Source: an optimization exercise on an open RTL-to-GDS flow (aim: small area, a short achievable clock period and few clock cycles per item). Production flows keep margins and buffers that such runs may drop.
At most, simulation tests tie the RTL to the original design; equivalence was not proved.

==> flow/design.v <==
module rtp_h264_depkt (
    input  wire       clk,
    input  wire       rst,
    input  wire       cfg_strict_f,
    input  wire       cfg_zero_byte,
    input  wire       in_valid,
    output wire       in_ready,
    input  wire [7:0] in_data,
    input  wire       in_last,
    output reg        out_valid,
    input  wire       out_ready,
    output reg  [7:0] out_data,
    output wire       res_valid,
    output reg  [2:0] res_cause,
    output wire [4:0] res_flags
);
    localparam [2:0] C_OK         = 3'd0;
    localparam [2:0] C_SHORT      = 3'd1;
    localparam [2:0] C_FBIT       = 3'd2;
    localparam [2:0] C_TRUNC_DON  = 3'd3;
    localparam [2:0] C_TRUNC_SIZE = 3'd4;
    localparam [2:0] C_TRUNC_EXTRA= 3'd5;
    localparam [2:0] C_ZERO_SIZE  = 3'd6;
    localparam [2:0] C_TRUNC_UNIT = 3'd7;
    localparam [3:0] S_IDLE    = 4'd0;    
    localparam [3:0] S_FU_HDR  = 4'd1;    
    localparam [3:0] S_COPY    = 4'd2;    
    localparam [3:0] S_SZ0     = 4'd3;    
    localparam [3:0] S_SZ1     = 4'd4;    
    localparam [3:0] S_UHDR    = 4'd5;    
    localparam [3:0] S_UNIT    = 4'd6;    
    localparam [3:0] S_UNIT_F  = 4'd7;    
    localparam [3:0] S_FUB_DON = 4'd8;    
    localparam [3:0] S_AG_DON  = 4'd9;    
    localparam [3:0] S_EXT     = 4'd10;   
    localparam [3:0] S_DRAIN   = 4'd11;   
    reg  [3:0]  state;
    reg         first;       
    reg  [7:0]  hdr;         
    reg         mtap;        
    reg         m24;         
    reg  [1:0]  cnt;         
    reg         ow_z2, ow_z1, ow_01, ow_h;
    reg  [15:0] remain;      
    reg  [4:0]  sflags;      
    reg         res_pend;    
    reg         h_rdy;       
    reg         h_rdy_e;     
    reg         h_res;       
    reg         h_res_e;     
    function [4:0] classify(input [4:0] ty);
        case (ty)
            5'd1: classify = 5'b01000;
            5'd5: classify = 5'b10000;
            5'd6: classify = 5'b00100;
            5'd7: classify = 5'b00001;
            5'd8: classify = 5'b00010;
            default: classify = 5'b00000;
        endcase
    endfunction
    wire [4:0] t0 = in_data[4:0];
    wire t_single = (t0 != 5'd0) && !(t0[4] && t0[3]);
    wire zb_app   = cfg_zero_byte && ((t0 == 5'd6) || (t0 == 5'd7) || (t0 == 5'd8));
    wire uf       = cfg_strict_f && in_data[7];
    wire d_zero   = (in_data == 8'd0);
    wire hi0      = (remain[15:8] == 8'd0);
    wire rem1     = (remain == 16'd1);
    wire szz      = (remain == 16'd0);
    wire sz_z     = hi0 && d_zero;
    wire st_idle  = (state == S_IDLE);
    wire st_uhdr  = (state == S_UHDR);
    wire o_free   = !out_valid || out_ready;    
    assign in_ready  = h_rdy_e || (h_rdy && out_ready);
    wire   take      = in_valid && in_ready;
    assign res_valid = h_res_e || (h_res && out_ready);
    assign res_flags = (res_cause == C_OK) ? sflags : 5'd0;
    reg       push;
    reg [7:0] push_val;
    always @(*) begin
        push     = 1'b0;
        push_val = in_data;
        case (state)
            S_IDLE:   begin push = t_single;   push_val = 8'h00; end
            S_FU_HDR: begin push = in_data[7]; push_val = 8'h00; end
            S_SZ0, S_SZ1: begin push = 1'b1;   push_val = 8'h00; end
            S_UHDR:   begin push = 1'b1;       push_val = {7'd0, !zb_app}; end
            S_COPY, S_UNIT, S_UNIT_F: push = 1'b1;
            default: ;
        endcase
    end
    reg [2:0] cause;
    always @(*) begin
        case (state)
            S_FUB_DON: cause = cnt[0] ? C_OK : C_TRUNC_DON;
            S_SZ0:     cause = C_TRUNC_SIZE;
            S_SZ1:     cause = mtap ? C_TRUNC_EXTRA : sz_z ? C_ZERO_SIZE : C_TRUNC_UNIT;
            S_EXT:     cause = (cnt != 2'd3) ? C_TRUNC_EXTRA : szz ? C_ZERO_SIZE : C_TRUNC_UNIT;
            S_UHDR:    cause = !rem1 ? C_TRUNC_UNIT : uf ? C_FBIT : C_OK;
            S_UNIT:    cause = !rem1 ? C_TRUNC_UNIT : C_OK;
            S_UNIT_F:  cause = !rem1 ? C_TRUNC_UNIT : C_FBIT;
            S_DRAIN:   cause = {cnt[0], cnt[0] | cnt[1], 1'b0};
            default:   cause = C_OK;
        endcase
        if (st_idle || first)
            cause = C_SHORT;
    end
    wire [4:0] flags_now = st_uhdr ? (sflags | classify(t0)) : sflags;
    wire in_body = st_uhdr || state == S_UNIT || state == S_UNIT_F;
    always @(posedge clk) begin
        if (o_free)
            out_data <= ow_h ? ((ow_z1 || ow_z2) ? 8'h00 : ow_01 ? 8'h01 : hdr) : push_val;
        if (st_idle && !ow_h) begin
            hdr    <= in_data;
            mtap   <= (t0 == 5'd26) || (t0 == 5'd27);
            m24    <= (t0 == 5'd27) || (t0 == 5'd29);
        end
        if (st_idle && take)
            sflags <= classify(t0);
        if (state == S_FU_HDR) begin
            hdr[4:0] <= t0;
            sflags   <= in_data[7] ? classify(t0) : 5'd0;
        end
        if (st_uhdr) begin
            hdr <= in_data;
            if (in_valid)
                sflags <= flags_now;
        end
        if (state == S_SZ0)
            remain[15:8] <= in_data;
        if (state == S_SZ1)
            remain[7:0] <= in_data;
        if (in_body && take)
            remain <= remain - 16'd1;
        if (take && in_last) begin
            res_cause <= cause;
        end
    end
    reg [3:0] n_state;
    reg       n_out_valid, n_res_pend, n_first;
    reg [1:0] n_cnt;
    reg [3:0] n_ow;
    always @(*) begin
        n_state     = state;
        n_out_valid = out_valid;
        n_res_pend  = res_pend;
        n_first     = first;
        n_cnt       = cnt;
        n_ow        = {ow_z2, ow_z1, ow_01, ow_h};
        if (rst) begin
            n_state     = S_IDLE;
            n_out_valid = 1'b0;
            n_res_pend  = 1'b0;
            n_ow = 4'b0000;
        end else begin
            if (out_ready)
                n_out_valid = 1'b0;
            if (res_valid)
                n_res_pend = 1'b0;
            if (ow_h && o_free) begin
                n_out_valid = 1'b1;
                n_ow = {1'b0, ow_z2, ow_z1, ow_01};
            end
            if (take) begin
                if (push)
                    n_out_valid = 1'b1;
                n_first = st_idle;
                case (state)
                    S_IDLE: begin
                        n_cnt = 2'd0;
                        if (uf) begin
                            n_cnt   = 2'd2;
                            n_state = S_DRAIN;
                        end else if (t_single) begin
                            n_ow = {zb_app, 3'b111};
                            n_state = S_COPY;
                        end else if (t0 == 5'd24)
                            n_state = S_SZ0;
                        else if (t0 == 5'd25 || t0 == 5'd26 || t0 == 5'd27)
                            n_state = S_AG_DON;
                        else if (t0 == 5'd28 || t0 == 5'd29)
                            n_state = S_FU_HDR;
                        else
                            n_state = S_DRAIN;
                    end
                    S_FU_HDR: begin
                        if (in_data[7])
                            n_ow = 4'b0111;
                        n_state = m24 ? S_FUB_DON : S_COPY;
                    end
                    S_FUB_DON: begin
                        n_cnt = 2'd1;
                        if (cnt[0])
                            n_state = S_COPY;
                    end
                    S_AG_DON: begin
                        n_cnt = 2'd1;
                        if (cnt[0])
                            n_state = S_SZ0;
                    end
                    S_SZ0:
                        n_state = S_SZ1;
                    S_SZ1: begin
                        n_cnt = m24 ? 2'd0 : 2'd1;
                        if (mtap)
                            n_state = S_EXT;
                        else if (sz_z) begin
                            n_cnt   = 2'd1;
                            n_state = S_DRAIN;
                        end else
                            n_state = S_UHDR;
                    end
                    S_EXT: begin
                        n_cnt = cnt + 2'd1;
                        if (cnt == 2'd3) begin
                            if (szz) begin
                                n_cnt   = 2'd1;
                                n_state = S_DRAIN;
                            end else
                                n_state = S_UHDR;
                        end
                    end
                    S_UHDR, S_UNIT, S_UNIT_F: begin
                        if (st_uhdr)
                            n_ow = {2'b00, zb_app, 1'b1};
                        if (rem1) begin
                            if (st_uhdr ? uf : (state == S_UNIT_F)) begin
                                n_cnt   = 2'd2;
                                n_state = S_DRAIN;
                            end else
                                n_state = S_SZ0;
                        end else if (st_uhdr)
                            n_state = uf ? S_UNIT_F : S_UNIT;
                    end
                    default: ;
                endcase
                if (in_last) begin
                    n_state    = S_IDLE;
                    n_res_pend = 1'b1;
                end
            end
        end
    end
    always @(posedge clk) begin
        state     <= n_state;
        out_valid <= n_out_valid;
        res_pend  <= n_res_pend;
        first     <= n_first;
        cnt       <= n_cnt;
        {ow_z2, ow_z1, ow_01, ow_h} <= n_ow;
        h_rdy     <= !n_ow[0];
        h_rdy_e   <= !n_ow[0] && !n_out_valid;
        h_res     <= n_res_pend && !n_ow[0];
        h_res_e   <= n_res_pend && !n_ow[0] && !n_out_valid;
    end
endmodule
Settings: LEC_CHECK=0, CAP_MARGIN=20, CORE_MARGIN=2, CORE_UTILIZATION=60, SETUP_SLACK_MARGIN=2.6, SLEW_MARGIN=20; clock period 5.0 ns.
standard.sh (not shown) runs the stock make flow with config.mk's settings and CLKGATE_MAP_FILE= SYNTH_SCRIPT=/design/flow/synth_recipe.tcl, a recipe that flattens the netlist after the stock synthesis.
==> flow/flow/run.sh <==
#!/bin/bash
# The standard layout (standard.sh, unchanged synthesis and steps), with the
# port buffers that placement inserts made of sky130_fd_sc_hd__buf_1 instead
# of the resizer's default pick; timing repair still sizes them up where a
# path needs it. make's full output goes to flow_make.log here, and ORFS
# keeps each step's log under orfs/logs/.
set -euo pipefail
export BUFFER_PORTS_ARGS="-buffer_cell sky130_fd_sc_hd__buf_1"
bash standard.sh finish > flow_make.log 2>&1
Testbench counts at the start, summed over its fixed seeds: cycles 180,227, in bytes 177,094.
Next try:
--- a/flow/design.v
+++ b/flow/design.v
@@ -33,17 +33,18 @@
     localparam [3:0] S_FUB_DON = 4'd8;    
     localparam [3:0] S_AG_DON  = 4'd9;    
     localparam [3:0] S_EXT     = 4'd10;   
     localparam [3:0] S_DRAIN   = 4'd11;   
     reg  [3:0]  state;
     reg         first;       
-    reg  [7:0]  hdr;         
     reg         mtap;        
     reg         m24;         
     reg  [1:0]  cnt;         
     reg         ow_z2, ow_z1, ow_01, ow_h;
+    wire        u_z3 = ow_z2;
+    wire        u_go = ow_z1;
     reg  [15:0] remain;      
     reg  [4:0]  sflags;      
     reg         res_pend;    
     reg         h_rdy;       
     reg         h_rdy_e;     
     reg         h_res;       
@@ -80,14 +81,13 @@
         push     = 1'b0;
         push_val = in_data;
         case (state)
             S_IDLE:   begin push = t_single;   push_val = 8'h00; end
             S_FU_HDR: begin push = in_data[7]; push_val = 8'h00; end
             S_SZ0, S_SZ1: begin push = 1'b1;   push_val = 8'h00; end
-            S_UHDR:   begin push = 1'b1;       push_val = {7'd0, !zb_app}; end
-            S_COPY, S_UNIT, S_UNIT_F: push = 1'b1;
+            S_UHDR, S_COPY, S_UNIT, S_UNIT_F: push = 1'b1;
             default: ;
         endcase
     end
     reg [2:0] cause;
     always @(*) begin
         case (state)
@@ -103,31 +103,31 @@
         endcase
         if (st_idle || first)
             cause = C_SHORT;
     end
     wire [4:0] flags_now = st_uhdr ? (sflags | classify(t0)) : sflags;
     wire in_body = st_uhdr || state == S_UNIT || state == S_UNIT_F;
+    wire u_code = st_uhdr && !u_go;
+    wire u_z    = zb_app && !u_z3;           
     always @(posedge clk) begin
         if (o_free)
-            out_data <= ow_h ? ((ow_z1 || ow_z2) ? 8'h00 : ow_01 ? 8'h01 : hdr) : push_val;
+            out_data <= ow_h ? ((ow_z1 || ow_z2) ? 8'h00 : ow_01 ? 8'h01 : remain[7:0]) :
+                        u_code ? {7'd0, !u_z} : push_val;
         if (st_idle && !ow_h) begin
-            hdr    <= in_data;
+            remain[7:0] <= in_data;
             mtap   <= (t0 == 5'd26) || (t0 == 5'd27);
             m24    <= (t0 == 5'd27) || (t0 == 5'd29);
         end
         if (st_idle && take)
             sflags <= classify(t0);
         if (state == S_FU_HDR) begin
-            hdr[4:0] <= t0;
-            sflags   <= in_data[7] ? classify(t0) : 5'd0;
-        end
-        if (st_uhdr) begin
-            hdr <= in_data;
-            if (in_valid)
-                sflags <= flags_now;
-        end
+            remain[4:0] <= t0;
+            sflags      <= in_data[7] ? classify(t0) : 5'd0;
+        end
+        if (st_uhdr && in_valid)
+            sflags <= flags_now;
         if (state == S_SZ0)
             remain[15:8] <= in_data;
         if (state == S_SZ1)
             remain[7:0] <= in_data;
         if (in_body && take)
             remain <= remain - 16'd1;
@@ -157,12 +157,19 @@
             if (res_valid)
                 n_res_pend = 1'b0;
             if (ow_h && o_free) begin
                 n_out_valid = 1'b1;
                 n_ow = {1'b0, ow_z2, ow_z1, ow_01};
             end
+            if (u_code && in_valid && o_free) begin
+                n_out_valid = 1'b1;
+                if (u_z)
+                    n_ow[3] = 1'b1;
+                else
+                    n_ow[2] = 1'b1;
+            end
             if (take) begin
                 if (push)
                     n_out_valid = 1'b1;
                 n_first = st_idle;
                 case (state)
                     S_IDLE: begin
@@ -218,13 +225,13 @@
                             end else
                                 n_state = S_UHDR;
                         end
                     end
                     S_UHDR, S_UNIT, S_UNIT_F: begin
                         if (st_uhdr)
-                            n_ow = {2'b00, zb_app, 1'b1};
+                            n_ow = 4'b0000;
                         if (rem1) begin
                             if (st_uhdr ? uf : (state == S_UNIT_F)) begin
                                 n_cnt   = 2'd2;
                                 n_state = S_DRAIN;
                             end else
                                 n_state = S_SZ0;
@@ -244,12 +251,12 @@
         state     <= n_state;
         out_valid <= n_out_valid;
         res_pend  <= n_res_pend;
         first     <= n_first;
         cnt       <= n_cnt;
         {ow_z2, ow_z1, ow_01, ow_h} <= n_ow;
-        h_rdy     <= !n_ow[0];
-        h_rdy_e   <= !n_ow[0] && !n_out_valid;
+        h_rdy     <= !n_ow[0] && !(n_state == S_UHDR && !n_ow[2]);
+        h_rdy_e   <= !n_ow[0] && !(n_state == S_UHDR && !n_ow[2]) && !n_out_valid;
         h_res     <= n_res_pend && !n_ow[0];
         h_res_e   <= n_res_pend && !n_ow[0] && !n_out_valid;
     end
 endmodule
Effect: The changed run finished clean. Via count came out higher slightly. Worst setup slack is worse by 0.29 ns. Utilization came out higher by 8.0 points. Global-route usage came out higher by 1.9 points. Area after synthesis came out lower by a little under a tenth. Routed wire length came out higher by a few percent. Flip-flop and latch count came out lower by 8. Cell area came out lower slightly. Hold slack is better by 0.089 ns. Die area came out lower by a little under a tenth.
Function not checked in the second run of this note: the RTL went through the layout flow alone.

re-timing with driven ports:
No port has a modelled driver above. Below, the same layouts with a new extraction and two added sets of constraints. Step 1 (the two cells are an assumption about what drives the block):
set clk [get_ports {clk}]
set_driving_cell -lib_cell sky130_fd_sc_hd__clkbuf_16 $clk
set_driving_cell -lib_cell sky130_fd_sc_hd__buf_2 [delete_from_list [all_inputs] $clk]
Step 2, shift: input delay + t, output delay - t, t = (earliest + latest rising clock arrival at the registers) / 2. This alone moves slack from input paths to output paths. Three values: ideal ports, drivers, drivers and shift; two values: the first two.
| run | shift t [ns] | setup slack, ns | hold WS [ns] |
|---|---|---|---|
| the first run | 0.376 | 2.611 / 2.580 / 2.311 | 0.462 / 0.462 / 0.462 |
| the second run | 0.333 | 2.319 / 2.319 / 2.142 | 0.551 / 0.551 / 0.551 |
After both steps every run listed still meets setup and hold. For the first run, which loses most, drivers alone change the setup slack by -0.031 ns; drivers and shift together by -0.300 ns.
